From an optimization exercise on the open Yosys and OpenROAD flow, aimed at small area, a short achievable clock period and few clock cycles; shortcuts taken in it are not production practice.
At most, simulation tests tie the RTL to the original design; equivalence was not proved.
Power figures rest on the tool's default switching activity, not on a simulated workload.

== v30 ==
// smc_digest
module smc_digest (
    input  wire         clk,
    input  wire         rst,         
    input  wire         in_valid,
    output wire         in_ready,
    input  wire [31:0]  in_data,     
    input  wire         in_last,     
    input  wire [2:0]   in_nbytes,   
    output reg          out_valid,   
    output wire [127:0] out_digest   
);
    localparam [31:0] IV0 = 32'h01234567;
    localparam [31:0] IV1 = 32'h89ABCDEF;
    localparam [31:0] IV2 = 32'hFEDCBA98;
    localparam [31:0] IV3 = 32'h76543210;
    reg [511:0] ring;            
    reg [31:0]  a, b, c, d;      
    reg [31:0]  p0, p1, p2, p3;  
    reg [31:0]  q;               
    reg [6:0]   kp;              
    reg [15:0]  rsel;            
    reg         sel_h;           
    reg [3:0]   sel_iv;          
    reg         sel_k;           
    reg [3:0]   ph;              
    reg [4:0]   nw;              
    reg         ld_first, ld_final;   
    reg         ex_first, ex_final;   
    reg         dummy;           
    reg         msg_done;        
    reg         mark_pending;    
    reg         late;            
    reg [9:0]   nwords;          
    reg [1:0]   lastnb;          
    reg         step;            
    reg         ffwd;            
    reg [3:0]   fsel;            
    reg [4:0]   s;               
    reg         load_iv;         
    reg         at16, at65;      
    wire [3:0] j       = nw[3:0];
    wire       ld_slot = !nw[4] && (ph == j);
    assign in_ready    = ld_slot && !msg_done;
    wire       take    = in_ready && in_valid;
    wire       pad_ld  = ld_slot && msg_done;
    reg [31:0] last_word;
    always @(*) begin
        case (in_nbytes)
            3'd0:    last_word = 32'h00000080;
            3'd1:    last_word = {16'h0000, 8'h80, in_data[7:0]};
            3'd2:    last_word = {8'h00, 8'h80, in_data[15:0]};
            3'd3:    last_word = {8'h80, in_data[23:0]};
  ...
clock: 12.0 ns
lec_check: 0
abc_area: 1
cap_margin: 20
core_margin: 2
core_utilization: 40
cts_buf_list: sky130_fd_sc_hd__clkbuf_8
cts_cluster_diameter: 50
cts_cluster_size: 14
slew_margin: 20
synth_hierarchical: 1
tns_end_percent: 100
standard.sh (not shown) runs the stock make flow with config.mk's settings and CLKGATE_MAP_FILE= SYNTH_SCRIPT=/design/flow/synth_recipe.tcl, a recipe that flattens the netlist after the stock synthesis.
==> flow/flow/run.sh <==
#!/bin/bash
set -euo pipefail
bash standard.sh SETUP_SLACK_MARGIN=7 "BUFFER_PORTS_ARGS=-buffer_cell sky130_fd_sc_hd__buf_1" finish > run_standard.log 2>&1
What v31 does differently from v30 at the input level:
- CORE_UTILIZATION: 40 -> 55
Results
Reported for v30 and v31, count of hold buffers inserted by post-cts repair turned out identical to the last digit. Going from v30 to v31, time the final worst path needs with I/O delays and setup shrinks by 0.054 ns. Post-cts repair resize count (v31 / v30): 1.7. Delta (v31 minus v30): proportion of final cell area spent on non-clock buffers up 0.39 points, share of the clock period used by the worst path down 0.45 points. Of the two candidates, v30 has the worse setup slack at placement and v31 the better one. Core utilization ends up lower on v30.
#### Input delta (v38 over v31)
- clearing CTS_CLUSTER_DIAMETER, which used to be 50
- clearing CTS_CLUSTER_SIZE, which used to be 14
- clearing CTS_BUF_LIST, which used to be sky130_fd_sc_hd__clkbuf_8
- swapping 55 for 40 in CORE_UTILIZATION
==> flow/flow/run.sh <==
#!/bin/bash
set -euo pipefail
bash standard.sh SETUP_SLACK_MARGIN=7 finish > run_standard.log 2>&1
--- outcome ---
v38: met2 routed wirelength 0.97% above v31. Compared to v31, v38 has minimum clock period 0.084 ns higher. Measured against v31, the fill cell instance count of the final layout of v38 comes out at 1.4 times the reference value. v38 vs v31 — first-pass GRT wire length climbed by a few percent. | final cell utilization of the core | lower: v38 |. Mean routed wirelength per cell went down slightly going from v31 to v38. Diff v31 -> v38: ratio of cells with drive above 1 in the final layout saw an increase, non-clock buffer count now sits higher, fraction of power consumed by the clock network went up by 3.5 points, global-route usage dropped 7.8 points.
Function was not checked in any run of this note: the RTL went through the layout flow alone.

Setup of build 57:
The RTL this note starts from:
==> flow/design.v <==
module smc_digest (
    input  wire         clk,
    input  wire         rst,         
    input  wire         in_valid,
    output wire         in_ready,
    input  wire [31:0]  in_data,     
    input  wire         in_last,     
    input  wire [2:0]   in_nbytes,   
    output reg          out_valid,   
    output wire [127:0] out_digest   
);
    localparam [31:0] IV0 = 32'h01234567;
    localparam [31:0] IV1 = 32'h89ABCDEF;
    localparam [31:0] IV2 = 32'hFEDCBA98;
    localparam [31:0] IV3 = 32'h76543210;
    reg [511:0] ring;            
    reg [31:0]  a, b, c, d;      
    reg [31:0]  p0, p1, p2, p3;  
    reg [31:0]  q;               
    reg [6:0]   kp;              
    reg [15:0]  rsel;            
    reg [3:0]   ph;              
    reg [4:0]   nw;              
    reg         ld_first, ld_final;   
    reg         ex_first, ex_final;   
    reg         dummy;           
    reg         msg_done;        
    reg         mark_pending;    
    reg         late;            
    reg [9:0]   nwords;          
    reg [1:0]   lastnb;          
    reg         step;            
    reg         ffwd;            
    reg [3:0]   fsel;            
    reg [4:0]   s;               
    reg         load_iv;         
    reg         at16, at65;      
    wire [3:0] j       = nw[3:0];
    wire       ld_slot = !nw[4] && (ph == j);
    assign in_ready    = ld_slot && !msg_done;
    wire       take    = in_ready && in_valid;
    wire       pad_ld  = ld_slot && msg_done;
    reg [31:0] last_word;
    always @(*) begin
        case (in_nbytes)
            3'd0:    last_word = 32'h00000080;
            3'd1:    last_word = {16'h0000, 8'h80, in_data[7:0]};
            3'd2:    last_word = {8'h00, 8'h80, in_data[15:0]};
            3'd3:    last_word = {8'h80, in_data[23:0]};
            default: last_word = in_data;
        endcase
    end
    wire [31:0] pad_word = mark_pending ? 32'h00000080 :
                           (j == 4'd14 && !late) ? {17'd0, nwords, lastnb, 3'd0} : 32'd0;
    wire [31:0] in_word  = in_last ? last_word : in_data;
    wire [31:0] lane15   = take ? in_word : (pad_ld ? pad_word : ring[31:0]);
    wire [31:0] f = ({32{fsel[0]}} & ((b & c) | (~b & d)))
                  | ({32{fsel[1]}} & ((b & d) | (c & ~d)))
                  | ({32{fsel[2]}} & (b ^ c ^ d))
                  | ({32{fsel[3]}} & (c ^ (b | ~d)));
    wire [31:0] t;
    smc_add32 u_add_t (.x(q), .y(f), .s(t));
    wire [63:0] t2  = {t, t} << s;
    wire [31:0] rot = t2[63:32];
    wire [31:0] nb;
    smc_add32 u_add_nb (.x(step ? b : 32'd0), .y(rot), .s(nb));
    wire [3:0] ni = kp[3:0];
    reg        pf;               
    wire [6:0] kp1 = (kp == 7'd67) ? 7'd0 : kp + 7'd1;
    wire [6:0] kpn = pf ? kp1 : kp;
    wire [3:0] ph_n  = at65 ? 4'd0 : ph + 4'd1;
    wire [3:0] x     = kpn[3:0];
    wire       ph_ok = !at65 && ph_n == x + 4'd1;
    wire       pf_s1 = (kpn[6:4] != 3'd0) ||
                       (ph_ok && ((nw > {1'b0, x}) || (ld_slot && msg_done && nw == {1'b0, x})));
    wire       pf_s2 = ph_ok && ld_slot && !msg_done && nw == {1'b0, x};
    wire       pf_n  = pf_s1 || (pf_s2 && in_valid);
    function [3:0] lane_of(input [6:0] op);
        case (op[5:4])
            2'd0:    lane_of = 4'd15;
            2'd1:    lane_of = {op[1:0], 2'b00};
            2'd2:    lane_of = {op[2:0], 1'b0} + 4'd4;
            default: lane_of = op[3:0] * 4'd6 + 4'd15;
        endcase
    endfunction
    function [4:0] rot_amt(input [1:0] r, input [1:0] i);
        case ({r, i})
            4'h0: rot_amt = 5'd1;   4'h1: rot_amt = 5'd8;   4'h2: rot_amt = 5'd15;  4'h3: rot_amt = 5'd22;
            4'h4: rot_amt = 5'd2;   4'h5: rot_amt = 5'd9;   4'h6: rot_amt = 5'd16;  4'h7: rot_amt = 5'd23;
            4'h8: rot_amt = 5'd3;   4'h9: rot_amt = 5'd10;  4'hA: rot_amt = 5'd17;  4'hB: rot_amt = 5'd24;
            4'hC: rot_amt = 5'd4;   4'hD: rot_amt = 5'd11;  4'hE: rot_amt = 5'd18;  default: rot_amt = 5'd31;
        endcase
    endfunction
    reg [31:0] rk;
    always @(*) begin
        case (kp[5:4])
            2'd0:    rk = 32'h11111111;
            2'd1:    rk = 32'h22222222;
            2'd2:    rk = 32'h44444444;
            default: rk = 32'h88888888;
        endcase
    end
    reg [31:0] ivw;
    always @(*) begin
        case (kp[1:0])
            2'd0:    ivw = IV0;
            2'd1:    ivw = IV3;
            2'd2:    ivw = IV2;
            default: ivw = IV1;
        endcase
    end
    reg [31:0] wr;
    integer li;
    always @(*) begin
        wr = 32'd0;
        for (li = 0; li < 16; li = li + 1)
            wr = wr | ({32{rsel[li]}} & ring[li*32 +: 32]);
    end
    wire [31:0] wsel = !pf ? 32'd0 :
                       kp[6] ? (ex_first ? ivw : p1) : wr;
    wire [31:0] ksel = (pf && !kp[6]) ? {rk[31:8], rk[7:0] + {4'd0, ni}} : 32'd0;
    wire [31:0] an   = load_iv ? IV0 : d;
    wire [31:0] cs_s = an ^ wsel ^ ksel;
    wire [31:0] cs_c = (an & wsel) | (an & ksel) | (wsel & ksel);
    wire [31:0] qn;
    smc_add32bk u_add_q (.x(cs_s), .y({cs_c[30:0], 1'b0}), .s(qn));
    assign out_digest = {p1, p2, p3, p0};
    always @(posedge clk) begin
        ring <= {lane15, ring[511:32]};
        p0 <= p1;
        p1 <= p2;
        p2 <= p3;
        p3 <= ffwd ? nb : p0;
        a <= load_iv ? IV0 : d;
        b <= load_iv ? IV1 : nb;
        c <= load_iv ? IV2 : b;
        d <= load_iv ? IV3 : c;
        q <= qn;
        rsel <= 16'd1 << lane_of(kpn);
    end
    always @(posedge clk) begin
        if (rst) begin
            out_valid    <= 1'b0;
            kp           <= 7'd67;
            pf           <= 1'b1;
            step         <= 1'b0;
            ffwd         <= 1'b1;
            fsel         <= 4'b0000;
            s            <= 5'd0;
            load_iv      <= 1'b0;
            at16         <= 1'b0;
            at65         <= 1'b0;
            ph           <= 4'd0;
            nw           <= 5'd0;
            ld_first     <= 1'b1;
            ld_final     <= 1'b0;
            ex_first     <= 1'b1;
            ex_final     <= 1'b1;
            dummy        <= 1'b1;
            msg_done     <= 1'b0;
            mark_pending <= 1'b0;
            late         <= 1'b0;
            nwords       <= 10'd0;
            lastnb       <= 2'd0;
        end else begin
            out_valid <= load_iv && !dummy;
            if (load_iv) dummy <= 1'b0;
            kp      <= kpn;
            pf      <= pf_n;
            step    <= pf && !kp[6];
            ffwd    <= pf && kp[6];
            fsel    <= (pf && !kp[6]) ? (4'b0001 << kp[5:4]) : 4'b0000;
            s       <= (pf && !kp[6]) ? rot_amt(kp[5:4], kp[1:0]) : 5'd0;
            load_iv <= pf && kp == 7'd67 && ex_final;
            at16    <= pf && kp == 7'd16;
            at65    <= pf && kp == 7'd65;
            if (at16) begin
                ex_first <= ld_first;
                ex_final <= ld_final;
            end
            if (at65) begin
                ph       <= 4'd0;
                nw       <= 5'd0;
                ld_first <= ex_final;
                ld_final <= 1'b0;
                late     <= 1'b0;
                if (ex_final) begin
                    msg_done     <= 1'b0;
                    mark_pending <= 1'b0;
                    nwords       <= 10'd0;
                    lastnb       <= 2'd0;
                end
            end else begin
                ph <= ph + 4'd1;
                if (take || pad_ld) nw <= nw + 5'd1;
                if (take) begin
                    if (in_last) begin
                        if (in_nbytes[2]) nwords <= nwords + 10'd1;
                        lastnb       <= in_nbytes[1:0];
                        msg_done     <= 1'b1;
                        mark_pending <= (in_nbytes == 3'd4);
                        if (in_nbytes < 3'd4 && j[3:1] == 3'b111) late <= 1'b1;
                    end else begin
                        nwords <= nwords + 10'd1;
                    end
                end
                if (pad_ld) begin
                    if (mark_pending) begin
                        mark_pending <= 1'b0;
                        if (j[3:1] == 3'b111) late <= 1'b1;
                    end else if (j == 4'd14 && !late) begin
                        ld_final <= 1'b1;
                    end
                end
            end
        end
    end
endmodule
module smc_add32 (
    input  wire [31:0] x,
    input  wire [31:0] y,
    output wire [31:0] s
);
    assign s = x + y;
endmodule
module smc_add32bk (
    input  wire [31:0] x,
    input  wire [31:0] y,
    output wire [31:0] s
);
  wire [31:0] g0 = x & y, p0 = x ^ y;
  wire [31:0] g[0:9], p[0:9];
  assign g[0] = g0; assign p[0] = p0;
  genvar l, i;
  generate for (l = 0; l < 5; l = l + 1) begin: up
    for (i = 0; i < 32; i = i + 1) begin: b
      if (((i + 1) % (2 << l)) == 0) begin
        assign g[l+1][i] = g[l][i] | (p[l][i] & g[l][i - (1<<l)]);
        assign p[l+1][i] = p[l][i] & p[l][i - (1<<l)];
      end else begin
        assign g[l+1][i] = g[l][i];
        assign p[l+1][i] = p[l][i];
      end
    end
  end
  for (l = 0; l < 4; l = l + 1) begin: dn
    for (i = 0; i < 32; i = i + 1) begin: b
      localparam integer D = 8 >> l;
      if (((i + 1) % (2*D)) == D && i >= 2*D - 1 + 0 && i > D) begin
        assign g[l+6][i] = g[l+5][i] | (p[l+5][i] & g[l+5][i - D]);
        assign p[l+6][i] = p[l+5][i] & p[l+5][i - D];
      end else begin
        assign g[l+6][i] = g[l+5][i];
        assign p[l+6][i] = p[l+5][i];
      end
    end
  end endgenerate
  assign s = p0 ^ {g[9][30:0], 1'b0};
endmodule
export LEC_CHECK = 0
export ABC_AREA = 1
export CAP_MARGIN = 5
export CORE_MARGIN = 2
export CORE_UTILIZATION = 40
export CTS_BUF_LIST = sky130_fd_sc_hd__clkbuf_8
export CTS_CLUSTER_DIAMETER = 50
export CTS_CLUSTER_SIZE = 14
export SLEW_MARGIN = 5
export SYNTH_HIERARCHICAL = 1
export TNS_END_PERCENT = 0
create_clock -name core_clock -period 12.0 [get_ports {clk}]
==> flow/flow/run.sh <==
#!/bin/bash
set -euo pipefail
bash standard.sh SETUP_SLACK_MARGIN=7 "BUFFER_PORTS_ARGS=-buffer_cell sky130_fd_sc_hd__buf_1" finish > run_standard.log 2>&1
Build 57 went all the way through the flow, and no timing, DRC or antenna check failed.
Testbench counts of build 57, summed over its fixed seeds: cycles 86,588.
--- input diff build 57..build 15 ---
- a change of SLEW_MARGIN from 5 to 20
- a change of CAP_MARGIN from 5 to 20
==> flow/flow/run.sh <==
#!/bin/bash
# The standard layout with three changes: synthesis leaves adders to ABC
# (no half/full-adder cell extraction), the ports get the smallest buffer, and
# ORFS's timing repair aims 7.5 ns below the clock period.
set -euo pipefail
bash standard.sh ADDER_MAP_FILE= SETUP_SLACK_MARGIN=7.5 "BUFFER_PORTS_ARGS=-buffer_cell sky130_fd_sc_hd__buf_1" finish > run_standard.log 2>&1
[summary]
- Comparing build 57 with build 15, the clock distribution power came out essentially unchanged.
- Compared with build 57, build 15 supports a higher clock frequency.
- The number of antenna violations at the first check in global routing of build 15 is higher than that of build 57.
- The higher critical path depth of build 57 and build 15 is in build 15.
- In build 15 relative to build 57, number of violations reported at the end of detailed-routing iteration 0 had gone up by more than a quarter.
Here is what was changed in the inputs of build 65 compared with build 15.
==> flow/flow/run.sh <==
#!/bin/bash
# The standard layout; ORFS's timing repair aims 7 ns below the clock
# period only at clock tree synthesis.
set -euo pipefail
B="BUFFER_PORTS_ARGS=-buffer_cell sky130_fd_sc_hd__buf_1"
bash standard.sh SETUP_SLACK_MARGIN=0 "$B" synth floorplan place > run_standard_1.log 2>&1
bash standard.sh SETUP_SLACK_MARGIN=7 "$B" cts > run_standard_2.log 2>&1
bash standard.sh SETUP_SLACK_MARGIN=0 "$B" finish > run_standard_3.log 2>&1
Findings:
- Taking build 15 as the reference point, the utilization of build 65 falls by 2.8 points.
- Summary of build 65 over build 15: cell area shrank by about 8%, internal reg-to-reg setup slack moved down.
- Summary of build 65 over build 15: area overhead of the layout relative to synthesis down 6.0 points, post-CTS setup repair buffer count moved down, post-route worst hold slack -23 ps, total number of vias fell by 4,149.
- Build 15 leaves more setup margin than build 65.
- Between build 15 and build 65, the flow reports weighted congestion at the end of routability-driven global placement decreasing by a few percent.
- Global-route usage was higher in build 15 than in build 65.
Setup changes, build 65 to build 51
- CTS_CLUSTER_DIAMETER: 50 -> 40
- CTS_CLUSTER_SIZE: 14 -> 8
- CTS_BUF_LIST: sky130_fd_sc_hd__clkbuf_8 -> sky130_fd_sc_hd__clkbuf_4
==> flow/flow/run.sh <==
#!/bin/bash
set -euo pipefail
bash standard.sh SETUP_SLACK_MARGIN=7 "BUFFER_PORTS_ARGS=-buffer_cell sky130_fd_sc_hd__buf_1" finish > run_standard.log 2>&1
--- outcome ---
Looking only at first-pass GRT wire length, and setting everything else aside, the higher value of build 65 and build 51 goes to build 51. Between build 65 and build 51, the transition time of the tightest slew-check pin is lower for build 51. [diff] wire length, build 51 relative to build 65: regression. Compared with build 65, in build 51 least setup slack across all paths after layout saw an increase; upper clock frequency limit increased about 8%; worst clock skew picked up an extra 20 ps; fraction of power consumed by combinational cells went up; power moved up. Run comparison: build 65 dominant kind of cell by area flip-flops and latches; build 51 dominant kind of cell by area multi-input combinational cells. Synthesis-to-finish area growth | build 51 above build 65. Clock buffer count was higher in the run labelled build 51.
Edits applied to the flow inputs when going from build 51 to build 31:
- clearing CTS_CLUSTER_SIZE, which used to be 8
- clearing CTS_BUF_LIST, which used to be sky130_fd_sc_hd__clkbuf_4
- clearing CTS_CLUSTER_DIAMETER, which used to be 40
- swapping 0 for 100 in TNS_END_PERCENT
==> flow/flow/run.sh <==
#!/bin/bash
set -euo pipefail
bash standard.sh SETUP_SLACK_MARGIN=8 finish > run_standard.log 2>&1
## What came out
- Compared with build 51, build 31 instantiates a larger number of cells.
- Cell depth of the worst min-delay path: build 31 vs build 51 — no meaningful difference
- Between build 31 and build 51, it is build 31 whose met2 layer wire length in the routed design is higher, by about 7%.
- p3[21] as the last element of the critical path was reported by build 51, and p3[13] by build 31.
- Setup slack on build 31 is ahead of build 51.

## static timing again, ports no longer ideal
In the flow no input, the clock included, has a driving cell. The finished layouts below were timed again as built, in two steps.
Step 1, drivers: a clkbuf_16 drives clk and a buf_2 each remaining input, both assumed.
Step 2 adds t to the input delays and takes it off the output delays; t is the mean of the earliest and latest rising clock arrival at the registers after step 1. Input paths then give back, and output paths get back, about the clock's delay inside the block.
Three values: no drivers, after step 1, after step 2; two values: the first two.
run	t (ns)	setup WS [ns]	cell pins on the clock port's net
v30	0.812	7.064 / 7.064 / 7.064	1
v31	0.764	7.118 / 7.118 / 7.118	1
v38	0.712	7.034 / 7.034 / 6.981	1
build 57	0.776	7.212 / 7.212 / 7.212	1
build 15	0.814	7.404 / 7.404 / 7.404	1
build 65	0.774	6.776 / 6.776 / 6.776	1
build 51	1.030	7.146 / 7.146 / 7.146	1
build 31	0.695	7.302 / 7.302 / 7.302	1
After both steps setup and hold are still met in every run listed. The setup slack of v38, which loses most, moves by 0.000 ns with the drivers and by -0.053 ns with both steps.
